What follows belongs to an exercise in optimizing a design on an open flow for small area; a production flow would make more cautious choices. RTL that was checked went through simulation tests only; none was proved equivalent to the original. The flow treats the clock pin as an ideal source. Dropping or thinning the clock tree relies on that and would not hold on a real chip. Power figures rest on the tool's default switching activity, not on a simulated workload.

Setup of main:
==> flow/design.v <==
module caa_decode (
    input  wire [23:0] cmd,
    output wire        is_nop,
    output wire        is_start,
    output wire        is_begin,
    output wire        is_data,
    output wire        is_data2,
    output wire        is_end,
    output wire        is_term
);
    wire [3:0] op  = cmd[23:20];
    wire rsv_ok  = (cmd[19:16] == 4'h0);
    wire hi_zero = (cmd[15:8] == 8'h00);
    wire lo_zero = (cmd[7:0] == 8'h00);
    assign is_nop   = rsv_ok && (op == 4'h0) && hi_zero && lo_zero;
    assign is_start = rsv_ok && (op == 4'h1);
    assign is_begin = rsv_ok && (op == 4'h2) && hi_zero;
    assign is_data  = rsv_ok && (op == 4'h3) && hi_zero;
    assign is_end   = rsv_ok && (op == 4'h4) && hi_zero && lo_zero;
    assign is_term  = rsv_ok && (op == 4'h5) && hi_zero && lo_zero;
    assign is_data2 = rsv_ok && (op == 4'h6);
endmodule
module caa_rca #(
    parameter W = 8
) (
    input  wire [W-1:0] a,
    input  wire [W-1:0] b,
    input  wire         ci,
    output wire [W-1:0] s,
    output wire         co
);
    wire [W:0] c;
    assign c[0] = ci;
    genvar i;
    generate
        for (i = 0; i < W; i = i + 1) begin : g_bit
            assign s[i]   = a[i] ^ b[i] ^ c[i];
            assign c[i+1] = (a[i] & b[i]) | (c[i] & (a[i] ^ b[i]));
        end
    endgenerate
    assign co = c[W];
endmodule
module caa (
    input  wire        clk,
    input  wire        rst,
    input  wire        cmd_valid,
    input  wire [23:0] cmd,
    output wire [15:0] cursor_o,
    output wire [15:0] csum_o,
    output wire [15:0] total_o,
    output wire [7:0]  rec_len_o,
    output wire [15:0] rec_addr_o,
    output wire [15:0] rec_csum_o,
    output wire        rec_valid_o,
    output wire [23:0] status_o,
    output wire        err_o,
    output wire [23:0] fcmd_o
);
    reg [15:0] addr_q;
    reg [15:0] csum_q;
    reg [4:0]  len_q;
    reg [4:0]  cnt_q;
    reg [1:0]  phase_q;
    reg [15:0] total_q;
    reg [4:0]  out_len_q;
    reg [15:0] out_addr_q;
    reg [15:0] out_csum_q;
    reg        out_valid_q;
    reg [2:0]  err_q;
    reg [23:0] fcmd_q;
    wire is_nop, is_start, is_begin, is_data, is_data2, is_end, is_term;
    caa_decode u_decode (
        .cmd(cmd), .is_nop(is_nop), .is_start(is_start), .is_begin(is_begin),
        .is_data(is_data), .is_data2(is_data2), .is_end(is_end), .is_term(is_term)
    );
    wire legal = is_nop | is_start | is_begin | is_data | is_data2 | is_end | is_term;
    wire halted  = |err_q;
    wire in_idle = (phase_q == 2'd0);
    wire in_rec  = (phase_q == 2'd1);
    wire in_done = (phase_q == 2'd2);
    wire seq_ok = is_nop | (is_start & (in_idle | in_done)) | (is_begin & in_idle) |
                  ((is_data | is_data2 | is_end) & in_rec) | (is_term & in_idle);
    wire [4:0] cnt_p1 = cnt_q + 5'd1;
    wire [4:0] cnt_p2 = cnt_q + 5'd2;
    wire rem0 = (cnt_q == len_q);
    wire rem1 = (cnt_p1 == len_q);
    wire len_bad = (cmd[7:0] > 8'd24);
    wire ovr = (is_data & rem0) | (is_data2 & (rem0 | rem1));
    wire und = is_end & !rem0;
    reg [2:0] code;
    always @(*) begin
        if (!legal)                  code = 3'd1;
        else if (!seq_ok)            code = 3'd2;
        else if (is_begin & len_bad) code = 3'd3;
        else if (ovr)                code = 3'd4;
        else if (und)                code = 3'd5;
        else                         code = 3'd0;
    end
    wire act   = cmd_valid & !halted & !rst;
    wire fault = act & (code != 3'd0);
    wire good  = act & (code == 3'd0);
    wire do_start = good & is_start;
    wire do_begin = good & is_begin;
    wire do_data1 = good & is_data;
    wire do_data2 = good & is_data2;
    wire do_end   = good & is_end;
    wire do_term  = good & is_term;
    wire [15:0] addr_adv, total_adv;
    caa_rca #(16) u_addr  (.a(addr_q),  .b({11'd0, len_q}), .ci(1'b0), .s(addr_adv),  .co());
    caa_rca #(16) u_total (.a(total_q), .b({11'd0, len_q}), .ci(1'b0), .s(total_adv), .co());
    wire [7:0] pa = in_rec ? csum_q[7:0] : cmd[20] ? total_q[7:0]  : addr_q[7:0];
    wire [7:0] pb = in_rec ? cmd[15:8]   : cmd[20] ? total_q[15:8] : addr_q[15:8];
    wire [7:0] pc = cmd[7:0];
    wire [7:0] hi = csum_q[15:8] & {8{in_rec}};
    wire [7:0] cs_s = pa ^ pb ^ pc;
    wire [7:0] cs_c = (pa & pb) | (pc & (pa ^ pb));
    wire [7:0] lo_s;
    wire       lo_c;
    caa_rca #(8) u_lo (.a(cs_s), .b({cs_c[6:0], 1'b0}), .ci(1'b0), .s(lo_s), .co(lo_c));
    wire [7:0] hi_1;
    caa_rca #(8) u_hi (.a(hi), .b(8'd0), .ci(cs_c[7]), .s(hi_1), .co());
    wire [7:0] ones;
    assign ones[0] = 1'b1;
    genvar k;
    generate
        for (k = 1; k < 8; k = k + 1) begin : g_ones
            assign ones[k] = ones[k-1] & hi_1[k-1];
        end
    endgenerate
    wire [7:0] hi_s = hi_1 ^ (ones & {8{lo_c}});
    wire [15:0] sum = {hi_s, lo_s};
    wire clr = rst | do_start;
    always @(posedge clk) begin
        addr_q  <= rst ? 16'h0200 : do_start ? cmd[15:0] : do_end ? addr_adv : addr_q;
        total_q <= clr ? 16'h0000 : do_end ? total_adv : total_q;
        csum_q  <= clr ? 16'h0000 : (do_begin | do_data1 | do_data2 | do_term) ? sum : csum_q;
        len_q   <= clr ? 5'd0 : do_begin ? cmd[4:0] : len_q;
        cnt_q   <= (clr | do_begin) ? 5'd0 : do_data1 ? cnt_p1 : do_data2 ? cnt_p2 : cnt_q;
        phase_q <= clr ? 2'd0 : do_begin ? 2'd1 : do_end ? 2'd0 : do_term ? 2'd2 : phase_q;
        out_len_q   <= (rst | do_term) ? 5'd0 : do_end ? len_q : out_len_q;
        out_addr_q  <= rst ? 16'h0000 : do_end ? addr_q : do_term ? total_q : out_addr_q;
        out_csum_q  <= rst ? 16'h0000 : (do_end | do_term) ? sum : out_csum_q;
        out_valid_q <= (clr | do_begin) ? 1'b0 : (do_end | do_term) ? 1'b1 : out_valid_q;
        err_q  <= rst ? 3'd0 : (err_q | (code & {3{fault}}));
        fcmd_q <= rst ? 24'd0 : (fcmd_q | (cmd & {24{fault}}));
    end
    assign cursor_o    = addr_q;
    assign csum_o      = csum_q;
    assign total_o     = total_q;
    assign rec_len_o   = {3'b000, out_len_q};
    assign rec_addr_o  = out_addr_q;
    assign rec_csum_o  = out_csum_q;
    assign rec_valid_o = out_valid_q;
    assign err_o       = halted;
    assign fcmd_o      = fcmd_q;
    assign status_o    = {3'b000, len_q, 3'b000, cnt_q, 1'b1, err_q, halted,
                          out_valid_q, phase_q};
endmodule
export LEC_CHECK = 0
export CAP_MARGIN = 20
export CORE_MARGIN = 2
export CORE_UTILIZATION = 40
export SLEW_MARGIN = 20
create_clock -name core_clock -period 5.0 [get_ports {clk}]
run.sh (not shown) runs the stock make flow with config.mk's settings and CLKGATE_MAP_FILE= SYNTH_SCRIPT=/design/flow/synth_recipe.tcl, a recipe that flattens the netlist after the stock synthesis.
Here is what was changed in the inputs of the feature branch compared with main.
--- a/flow/design.v
+++ b/flow/design.v
@@ -114,23 +114,14 @@
     wire [7:0] hi = csum_q[15:8] & {8{in_rec}};
     wire [7:0] cs_s = pa ^ pb ^ pc;
     wire [7:0] cs_c = (pa & pb) | (pc & (pa ^ pb));
     wire [7:0] lo_s;
     wire       lo_c;
     caa_rca #(8) u_lo (.a(cs_s), .b({cs_c[6:0], 1'b0}), .ci(1'b0), .s(lo_s), .co(lo_c));
-    wire [7:0] hi_1;
-    caa_rca #(8) u_hi (.a(hi), .b(8'd0), .ci(cs_c[7]), .s(hi_1), .co());
-    wire [7:0] ones;
-    assign ones[0] = 1'b1;
-    genvar k;
-    generate
-        for (k = 1; k < 8; k = k + 1) begin : g_ones
-            assign ones[k] = ones[k-1] & hi_1[k-1];
-        end
-    endgenerate
-    wire [7:0] hi_s = hi_1 ^ (ones & {8{lo_c}});
+    wire [7:0] hi_s;
+    caa_rca #(8) u_hi (.a(hi), .b({6'd0, cs_c[7] & lo_c, cs_c[7] ^ lo_c}), .ci(1'b0), .s(hi_s), .co());
     wire [15:0] sum = {hi_s, lo_s};
     wire clr = rst | do_start;
     always @(posedge clk) begin
         addr_q  <= rst ? 16'h0200 : do_start ? cmd[15:0] : do_end ? addr_adv : addr_q;
         total_q <= clr ? 16'h0000 : do_end ? total_adv : total_q;
         csum_q  <= clr ? 16'h0000 : (do_begin | do_data1 | do_data2 | do_term) ? sum : csum_q;
Results
- Die span in y of the feature branch falls short of that of main by a few percent.
- The feature branch ended up with a lower sequential cell fraction of total power than main did.
- What the final checks of the feature branch revealed, after a flow that finished every stage, was a layout that fails on negative setup slack.
- The feature branch against main: part of the cycle the worst path needs has increased, post-route standard cell area excluding fillers -about 0.5%, final critical path time including I/O delays and setup went up by 0.79 ns, register-to-register slack saw a decrease.
- The feature branch vs main, synthesized area went down by about 8%.
- Final count of negative-setup-slack endpoints (the feature branch over main): increase, 7
Only the layout flow was run in the feature branch; the RTL was not checked for function there.

Setup of the previous run:
Another version of the RTL of caa (not shown whole).
Size in the first run: ~550 cells after synthesis, about 120 flip-flops.
==> flow/design.v (excerpt) <==
module caa (
    input  wire        clk,
    input  wire        rst,
    input  wire        cmd_valid,
    input  wire [23:0] cmd,
    output wire [15:0] cursor_o,
    output wire [15:0] csum_o,
    output wire [15:0] total_o,
    output wire [7:0]  rec_len_o,
    output wire [15:0] rec_addr_o,
    output wire [15:0] rec_csum_o,
    output wire        rec_valid_o,
    output wire [23:0] status_o,
    output wire        err_o,
    output wire [23:0] fcmd_o
);
==> module caa_sel2, before the edit <==
module caa_sel2 #(
    parameter W = 8
) (
    input  wire [W-1:0] a,
    input  wire         sa,
    input  wire [W-1:0] q,
    input  wire         sq,
    output wire [W-1:0] d
);
    assign d = (a & {W{sa}}) | (q & {W{sq}});
endmodule
==> module caa_sel3, before the edit <==
module caa_sel3 #(
    parameter W = 8
) (
    input  wire [W-1:0] a,
    input  wire         sa,
    input  wire [W-1:0] b,
    input  wire         sb,
    input  wire [W-1:0] q,
    input  wire         sq,
    output wire [W-1:0] d
);
    assign d = (a & {W{sa}}) | (b & {W{sb}}) | (q & {W{sq}});
endmodule
==> module caa_csum_add, before the edit <==
module caa_csum_add (
    input  wire [7:0]  pa,
    input  wire [7:0]  pb,
    input  wire [7:0]  pc,
    input  wire [7:0]  hi,
    output wire [15:0] s
);
    wire [7:0] cs_s = pa ^ pb ^ pc;
    wire [7:0] cs_c = (pa & pb) | (pc & (pa ^ pb));
    wire [8:0] c;
    assign c[0] = 1'b0;
    assign s[0] = cs_s[0];
    assign c[1] = 1'b0;
    genvar i;
    generate
        for (i = 1; i < 8; i = i + 1) begin : g_lo
            assign s[i]   = cs_s[i] ^ cs_c[i-1] ^ c[i];
            assign c[i+1] = (cs_s[i] & cs_c[i-1]) | (c[i] & (cs_s[i] ^ cs_c[i-1]));
        end
    endgenerate
    wire [7:4] gp = cs_s[7:4] ^ cs_c[6:3];
    wire [7:4] gg = cs_s[7:4] & cs_c[6:3];
    wire g47 = gg[7] | (gp[7] & gg[6]) | (gp[7] & gp[6] & gg[5]) |
               (gp[7] & gp[6] & gp[5] & gg[4]);
    wire c8 = g47 | (&gp & c[4]);
    wire [8:0] hc;
    wire [7:0] h1;
    assign hc[0] = cs_c[7];
    wire [7:0] ones;
    assign ones[0] = 1'b1;
    generate
        for (i = 0; i < 8; i = i + 1) begin : g_hi
            assign h1[i]   = hi[i] ^ hc[i];
            assign hc[i+1] = hi[i] & hc[i];
            if (i > 0) begin : g_ones
                assign ones[i] = ones[i-1] & h1[i-1];
            end
            assign s[8+i] = h1[i] ^ (ones[i] & c8);
        end
    endgenerate
endmodule
export LEC_CHECK = 0
export CAP_MARGIN = 20
export CORE_MARGIN = 2
export CORE_UTILIZATION = 40
export SLEW_MARGIN = 20
export SYNTH_HIERARCHICAL = 1
create_clock -name core_clock -period 5.0 [get_ports {clk}]
standard.sh (not shown) runs the stock make flow with config.mk's settings and CLKGATE_MAP_FILE= SYNTH_SCRIPT=/design/flow/synth_recipe.tcl, a recipe that flattens the netlist after the stock synthesis.
==> flow/flow/run.sh <==
#!/bin/bash
# The standard ORFS layout (standard.sh) with two changes: small port
# buffers (buf_1) and, in place of TritonCTS, the two-level clock tree of
# flow/cts_pre.tcl. ORFS writes each tool's log under orfs/logs; make's own
# output goes to standard.log.
set -e
bash standard.sh BUFFER_PORTS_ARGS="-buffer_cell sky130_fd_sc_hd__buf_1" \
  PRE_CTS_TCL="$PWD/flow/cts_pre.tcl" CTS_CLK_NET=clk CTS_K=4 \
  CTS_LEAF_BUF=sky130_fd_sc_hd__clkbuf_16 CTS_ROOT_BUF="sky130_fd_sc_hd__clkbuf_8" \
  POST_GLOBAL_ROUTE_TCL="$PWD/flow/grt_post.tcl" finish > standard.log 2>&1
Other scripts of this flow, unchanged in this note and not shown: flow/flow/cts_pre.tcl, flow/flow/grt_post.tcl
diff inputs: the previous run => the current run
==> flow/design.v, changed modules only <==
module caa_sel2 #(
    parameter W = 8
) (
    input  wire [W-1:0] a,
    input  wire         sa,
    input  wire [W-1:0] q,
    input  wire         sq,
    output wire [W-1:0] d
);
    genvar i;
    generate
        for (i = 0; i < W; i = i + 1) begin : g_bit
            caa_ao22 u_bit (.a(a[i]), .sa(sa), .b(q[i]), .sb(sq), .d(d[i]));
        end
    endgenerate
endmodule
module caa_ao22 (
    input  wire a,
    input  wire sa,
    input  wire b,
    input  wire sb,
    output wire d
);
    assign d = (a & sa) | (b & sb);
endmodule
module caa_sel3 #(
    parameter W = 8
) (
    input  wire [W-1:0] a,
    input  wire         sa,
    input  wire [W-1:0] b,
    input  wire         sb,
    input  wire [W-1:0] q,
    input  wire         sq,
    output wire [W-1:0] d
);
    genvar i;
    generate
        for (i = 0; i < W; i = i + 1) begin : g_bit
            caa_ao222 u_bit (.a(a[i]), .sa(sa), .b(b[i]), .sb(sb), .c(q[i]), .sc(sq),
                             .d(d[i]));
        end
    endgenerate
endmodule
module caa_ao222 (
    input  wire a,
    input  wire sa,
    input  wire b,
    input  wire sb,
    input  wire c,
    input  wire sc,
    output wire d
);
    assign d = (a & sa) | (b & sb) | (c & sc);
endmodule
module caa_csum_add (
    input  wire [7:0]  pa,
    input  wire [7:0]  pb,
    input  wire [7:0]  pc,
    input  wire [7:0]  hi,
    output wire [15:0] s
);
    wire [7:0] cs_s = pa ^ pb ^ pc;
    wire [7:0] cs_c = (pa & pb) | (pc & (pa ^ pb));
    wire [8:0] c;
    assign c[0] = 1'b0;
    assign s[0] = cs_s[0];
    assign c[1] = 1'b0;
    genvar i;
    generate
        for (i = 1; i < 8; i = i + 1) begin : g_lo
            assign s[i]   = cs_s[i] ^ cs_c[i-1] ^ c[i];
            assign c[i+1] = (cs_s[i] & cs_c[i-1]) | (c[i] & (cs_s[i] ^ cs_c[i-1]));
        end
    endgenerate
    wire [8:0] hc;
    wire [7:0] h1;
    assign hc[0] = cs_c[7];
    wire [7:0] ones;
    assign ones[0] = 1'b1;
    generate
        for (i = 0; i < 8; i = i + 1) begin : g_hi
            assign h1[i]   = hi[i] ^ hc[i];
            assign hc[i+1] = hi[i] & hc[i];
            if (i > 0) begin : g_ones
                assign ones[i] = ones[i-1] & h1[i-1];
            end
            assign s[8+i] = h1[i] ^ (ones[i] & c[8]);
        end
    endgenerate
endmodule
## What came out
Every stage of the flow completed for the current run, and the final layout passed the timing, DRC and antenna checks.
Summary of the current run over the previous run: fmax down 0.0026 GHz; instance area at placement held steady; combinational power ~0 delta; wire length went down by about 1.7%.
Between the previous run and the current run, the internal power contribution does not differ in any meaningful way.
Looking at category of the most critical setup path, the reg -> reg result is from the previous run; the in -> reg one comes from the current run.
Function was not checked in any run of this note: the RTL went through the layout flow alone. No run of this note takes its clock network from TritonCTS; it comes from the design's own scripts or RTL.

what the ideal ports hide:
The flow's constraints put no driver on any port. The routed layouts listed below were extracted and timed again, unchanged, in two steps. Step 1: set_driving_cell puts a clkbuf_16 on clk and a buf_2 on each other input, an assumption about the parent block. Step 2 also shifts input and output timing later by t, the mid clock arrival at the registers, as if the neighbouring blocks saw the same clock. Slacks: ideal ports / drivers / drivers and shift; pairs: ideal ports / drivers.
| run | t, ns | setup WS [ns] | worst hold slack (ns) | slew at the worst register clock pin (ns) | pins driven straight from the clock port |
|---|---|---|---|---|---|
| main | 0.465 | 0.280 / 0.293 / -0.166 | 0.452 / 0.452 / 0.452 | 0.06 / 0.06 | 1 |
| the feature branch | 0.455 | -0.514 / -0.504 / -0.959 | 0.462 / 0.462 / 0.462 | 0.06 / 0.06 | 1 |
| the previous run | 0.427 | 0.273 / 0.273 / -0.088 | 0.482 / 0.482 / 0.482 | 0.12 / 0.12 | 1 |
| the current run | 0.426 | 0.215 / 0.231 / -0.195 | 0.487 / 0.487 / 0.487 | 0.12 / 0.12 | 1 |
With both steps, setup timing fails in main, the previous run and the current run, where it was met with ideal ports. The setup slack of main, which loses most, moves by +0.013 ns with the drivers and by -0.446 ns with both steps.
